From an optimization exercise on the open Yosys and OpenROAD flow, aimed at small area, a short achievable clock period and few clock cycles per item; shortcuts taken in it are not production practice.
No activity file was given, so power comes from the tool's default toggle rates.

==> inputs of run a <==
==> flow/design.v (excerpt) <==
module xb64_engine (
    input  wire        clk,
    input  wire        rst,
    input  wire        cmd_valid,
    output wire        cmd_ready,
    input  wire [2:0]  cmd_op,
    input  wire [4:0]  cmd_klen,
    input  wire [7:0]  cmd_tlen,
    input  wire        in_valid,
    output wire        in_ready,
    input  wire [7:0]  in_data,
    output wire        out_valid,
    input  wire        out_ready,
    output wire [7:0]  out_data,
    output wire        done,
    output wire [2:0]  err_code,
    output wire [15:0] err_info
);
Settings: LEC_CHECK=0, ABC_CLOCK_PERIOD_IN_PS=3000, CAP_MARGIN=20, CORE_MARGIN=2, CORE_UTILIZATION=40, SETUP_SLACK_MARGIN=5, SLEW_MARGIN=20; clock period 10.0 ns.
run.sh (not shown) runs the stock make flow with config.mk's settings and CLKGATE_MAP_FILE= SYNTH_SCRIPT=/design/flow/synth_recipe.tcl, a recipe that flattens the netlist after the stock synthesis.
==> inputs of run b, as changes to run a <==
--- a/flow/design.v
+++ b/flow/design.v
@@ -316,106 +316,108 @@
             av     <= av_n;
             ir     <= ir_n;
             sv     <= sv_n;
             dpend  <= dpend_n;
             done_r <= dgo;
-            kfirst <= kfirst_n;
-            qz     <= qz_n;
-            tdone  <= tdone_n;
-            tlast  <= tlast_n;
             gp     <= gp_n;
             padm   <= padm_n;
-            if (in_fire) a <= in_data;
-            if (sv) begin
-                if (out_ready) o <= s;
-            end else if (pv) begin
-                if (ofree) o <= y;
-                else       s <= y;
-            end
             if (pv && ofree) ov <= 1'b1;
             else if (!sv && out_ready) ov <= 1'b0;
-            if (cons_key) begin
-                if (kfirst) kreg <= a;
-                if (klast) begin
-                    c <= (km1 == 5'd0) ? 5'd0 : km1 - 5'd1;
-                    q <= (km1 == 5'd0) ? 5'd30 : ~km1;
-                end else begin
-                    c <= c - 5'd1;
-                    q <= 5'd0;
-                end
-            end else if (kadv) begin
-                kreg <= kring;
-                if (klast) begin
-                    c <= km1;
-                    q <= q_wrap;
-                end else begin
-                    c <= c - 5'd1;
-                end
+            if (cmd_fire) em <= 1'b0;
+            else if (emit && e == elast) em <= 1'b0;
+            else if (intake && tcnt[1:0] == 2'd3 && !dead && !bad_now) em <= 1'b1;
+        end
+    end
+    always @(posedge clk) begin
+        kfirst <= kfirst_n;
+        qz     <= qz_n;
+        tdone  <= tdone_n;
+        tlast  <= tlast_n;
+        if (in_fire) a <= in_data;
+        if (sv) begin
+            if (out_ready) o <= s;
+        end else if (pv) begin
+            if (ofree) o <= y;
+            else       s <= y;
+        end
+        if (cons_key) begin
+            if (kfirst) kreg <= a;
+            if (klast) begin
+                c <= (km1 == 5'd0) ? 5'd0 : km1 - 5'd1;
+                q <= (km1 == 5'd0) ? 5'd30 : ~km1;
             end else begin
-                q <= q_dec;
-            end
-            if (cons) begin
-                tcnt <= tcnt + 8'd1;
-                rem  <= rem - 8'd1;
-            end
-            if (cmd_fire) begin
-                op      <= cmd_op;
-                m_key   <= c_key;
-                m_enc   <= !c_sil && (cmd_op == 3'd0 || cmd_op == 3'd2);
-                m_dec   <= !c_sil && (cmd_op == 3'd1 || cmd_op == 3'd3);
-                m_sil   <= c_sil;
-                f_ekey  <= c_ekey;
-                f_elen  <= c_elen;
-                km1     <= cmd_klen - 5'd1;
-                c       <= cmd_klen - 5'd1;
-                kreg    <= 8'h00;
-                rem     <= c_bad ? 8'd0 : cmd_tlen;
-                tcnt    <= 8'd0;
-                em      <= 1'b0;
-                dead    <= 1'b0;
-                prevpad <= 1'b0;
-                pcnt    <= 2'd0;
+                c <= c - 5'd1;
+                q <= 5'd0;
             end
-            if (e_cons) g[5:0] <= x[5:0];
-            if (emit) begin
-                g <= {g[17:0], intake ? d_idx : 6'd0};
-                e <= e + 2'd1;
-                if (e == elast) em <= 1'b0;
-            end else if (intake) begin
-                g <= {g[17:0], d_idx};
+        end else if (kadv) begin
+            kreg <= kring;
+            if (klast) begin
+                c <= km1;
+                q <= q_wrap;
+            end else begin
+                c <= c - 5'd1;
             end
-            if (intake) begin
-                prevpad <= d_pad;
-                pcnt    <= !d_pad ? 2'd0 : (pcnt == 2'd3) ? 2'd3 : pcnt + 2'd1;
-                if (d_pad && !prevpad) r <= tcnt;
-                if (!dead && bad_now) begin
-                    dead   <= 1'b1;
-                    code_r <= 3'd2;
-                    info_r <= bad_prev ? {tcnt[7:2], 2'b10, PAD} : {tcnt, a};
-                end
-                if (tcnt[1:0] == 2'd3 && !dead && !bad_now) begin
-                    em    <= 1'b1;
-                    e     <= 2'd0;
-                    elast <= !(tlast && d_pad) ? 2'd2 : prevpad ? 2'd0 : 2'd1;
-                end
+        end else begin
+            q <= q_dec;
+        end
+        if (cons) begin
+            tcnt <= tcnt + 8'd1;
+            rem  <= rem - 8'd1;
+        end
+        if (cmd_fire) begin
+            op      <= cmd_op;
+            m_key   <= c_key;
+            m_enc   <= !c_sil && (cmd_op == 3'd0 || cmd_op == 3'd2);
+            m_dec   <= !c_sil && (cmd_op == 3'd1 || cmd_op == 3'd3);
+            m_sil   <= c_sil;
+            f_ekey  <= c_ekey;
+            f_elen  <= c_elen;
+            km1     <= cmd_klen - 5'd1;
+            c       <= cmd_klen - 5'd1;
+            kreg    <= 8'h00;
+            rem     <= c_bad ? 8'd0 : cmd_tlen;
+            tcnt    <= 8'd0;
+            dead    <= 1'b0;
+            prevpad <= 1'b0;
+            pcnt    <= 2'd0;
+        end
+        if (e_cons) g[5:0] <= x[5:0];
+        if (emit) begin
+            g <= {g[17:0], intake ? d_idx : 6'd0};
+            e <= e + 2'd1;
+        end else if (intake) begin
+            g <= {g[17:0], d_idx};
+        end
+        if (intake) begin
+            prevpad <= d_pad;
+            pcnt    <= !d_pad ? 2'd0 : (pcnt == 2'd3) ? 2'd3 : pcnt + 2'd1;
+            if (d_pad && !prevpad) r <= tcnt;
+            if (!dead && bad_now) begin
+                dead   <= 1'b1;
+                code_r <= 3'd2;
+                info_r <= bad_prev ? {tcnt[7:2], 2'b10, PAD} : {tcnt, a};
+            end
+            if (tcnt[1:0] == 2'd3 && !dead && !bad_now) begin
+                e     <= 2'd0;
+                elast <= !(tlast && d_pad) ? 2'd2 : prevpad ? 2'd0 : 2'd1;
             end
-            if (fin) begin
-                if (op[2] && op[1:0] != 2'd0) begin
-                    code_r <= 3'd5;
-                    info_r <= {13'd0, op};
-                end else if (f_ekey) begin
-                    code_r <= 3'd3;
-                    info_r <= 16'd3;
-                end else if (f_elen) begin
-                    code_r <= 3'd2;
-                    info_r <= {tcnt, 8'h00};
-                end else if (m_dec && pcnt == 2'd3) begin
-                    code_r <= 3'd2;
-                    info_r <= {r, PAD};
-                end else if (!(m_dec && dead)) begin
-                    code_r <= 3'd0;
-                    info_r <= 16'd0;
-                end
+        end
+        if (fin) begin
+            if (op[2] && op[1:0] != 2'd0) begin
+                code_r <= 3'd5;
+                info_r <= {13'd0, op};
+            end else if (f_ekey) begin
+                code_r <= 3'd3;
+                info_r <= 16'd3;
+            end else if (f_elen) begin
+                code_r <= 3'd2;
+                info_r <= {tcnt, 8'h00};
+            end else if (m_dec && pcnt == 2'd3) begin
+                code_r <= 3'd2;
+                info_r <= {r, PAD};
+            end else if (!(m_dec && dead)) begin
+                code_r <= 3'd0;
+                info_r <= 16'd0;
             end
         end
     end
 endmodule
Settings changed: ABC_CLOCK_PERIOD_IN_PS 3000 to unset, SETUP_SLACK_MARGIN 5 to unset.
==> summary.txt <==
Place
  • Pre-CTS setup slack: 4630 ps
  • Gpl congestion: 0.843

Finish
  • Finished Layout Cells: 1926
  • Non-clk invs: 45
  • Final clock-cell share: 7.96%
  • Final instance area: 0.0187 mm2

Outcome
  • Status: complete, no violations

Yosys
  • Top post-synthesis cells by count: dfxtp_1 (268), edfxtp_1 (135), nand2_1 (102)
  • Share of the synthesized area in the top cell type: 33.1%
  • Seq/Total Area, Yosys: 58.1%

Route
  • Drt wl/cell: 18.0 um
  • Vias/cell: 5.37

Global routing
  • Met1 Resource Use GR: 23.2%

Power and ir drop
  • P_seq: 0.00179 W
  • Pint: 0.00285 W
  • Sw power: 0.000909 W

Critical path
  • CP max-delay cell: nand3b_1
  • Top Family by Delay on Critical Path: buffers and inverters

Timing
  • Worst-Margin Slew: 1030 ps

CTS
  • Clk Latency, worst-skew pair: 580 ps
That was run a.
==> summary.txt <==
Yosys
  • Share of the synthesized area in the top cell type: 38.7%
  • Top post-synthesis cells by count: dfxtp_1 (310), nand2_1 (137), edfxtp_1 (93)
  • Adder-Cell Fraction of Synth Area: 2.93%
  • Seq/Total Area, Yosys: 56.1%

Outcome
  • Status: complete, no violations

Timing
  • Worst-Margin Slew: 1140 ps
  • Achievable Freq: 0.245 GHz

Critical path
  • CP max-delay cell: mux2i_1

Route
  • Vias/cell: 5.39
  • Via count: 10700
  • Drt wl/cell: 18.4 um

Place
  • Pre-CTS setup slack: 5350 ps

CTS
  • Clk Latency, worst-skew pair: 560 ps

Finish
  • Final clock-cell share: 7.51%
  • Finished Layout Cells: 1990
  • Final instance area: 0.0185 mm2

Power and ir drop
  • Sw power: 0.00118 W
  • P_seq: 0.00180 W
  • Pint: 0.00297 W

Global routing
  • Met1 Resource Use GR: 24.7%
That was run b.
Function was not checked in any run of this note: the RTL went through the layout flow alone.

static timing again, ports no longer ideal:
The flow's constraints put no driver on any port. The routed layouts listed below were extracted and timed again, unchanged, in two steps. Step 1, drivers: a clkbuf_16 drives clk and a buf_2 each remaining input, both assumed. Step 2 times the ports against the registers' clock, not the clock port: input delays grow and output delays shrink by t, the midpoint of the rising clock arrivals with the driver on. a / b / c = ideal ports / drivers / drivers and shift; a / b = the first two.
| run | t, ns | setup WS [ns] | worst setup path after step 2 |
|---|---|---|---|
| run a | 0.621 | 5.352 / 5.380 / 4.760 | input to register |
| run b | 0.605 | 5.914 / 5.943 / 5.338 | input to register |
After both steps setup and hold are still met in every run listed. For run a, which loses most, drivers alone change the setup slack by +0.028 ns; drivers and shift together by -0.592 ns.
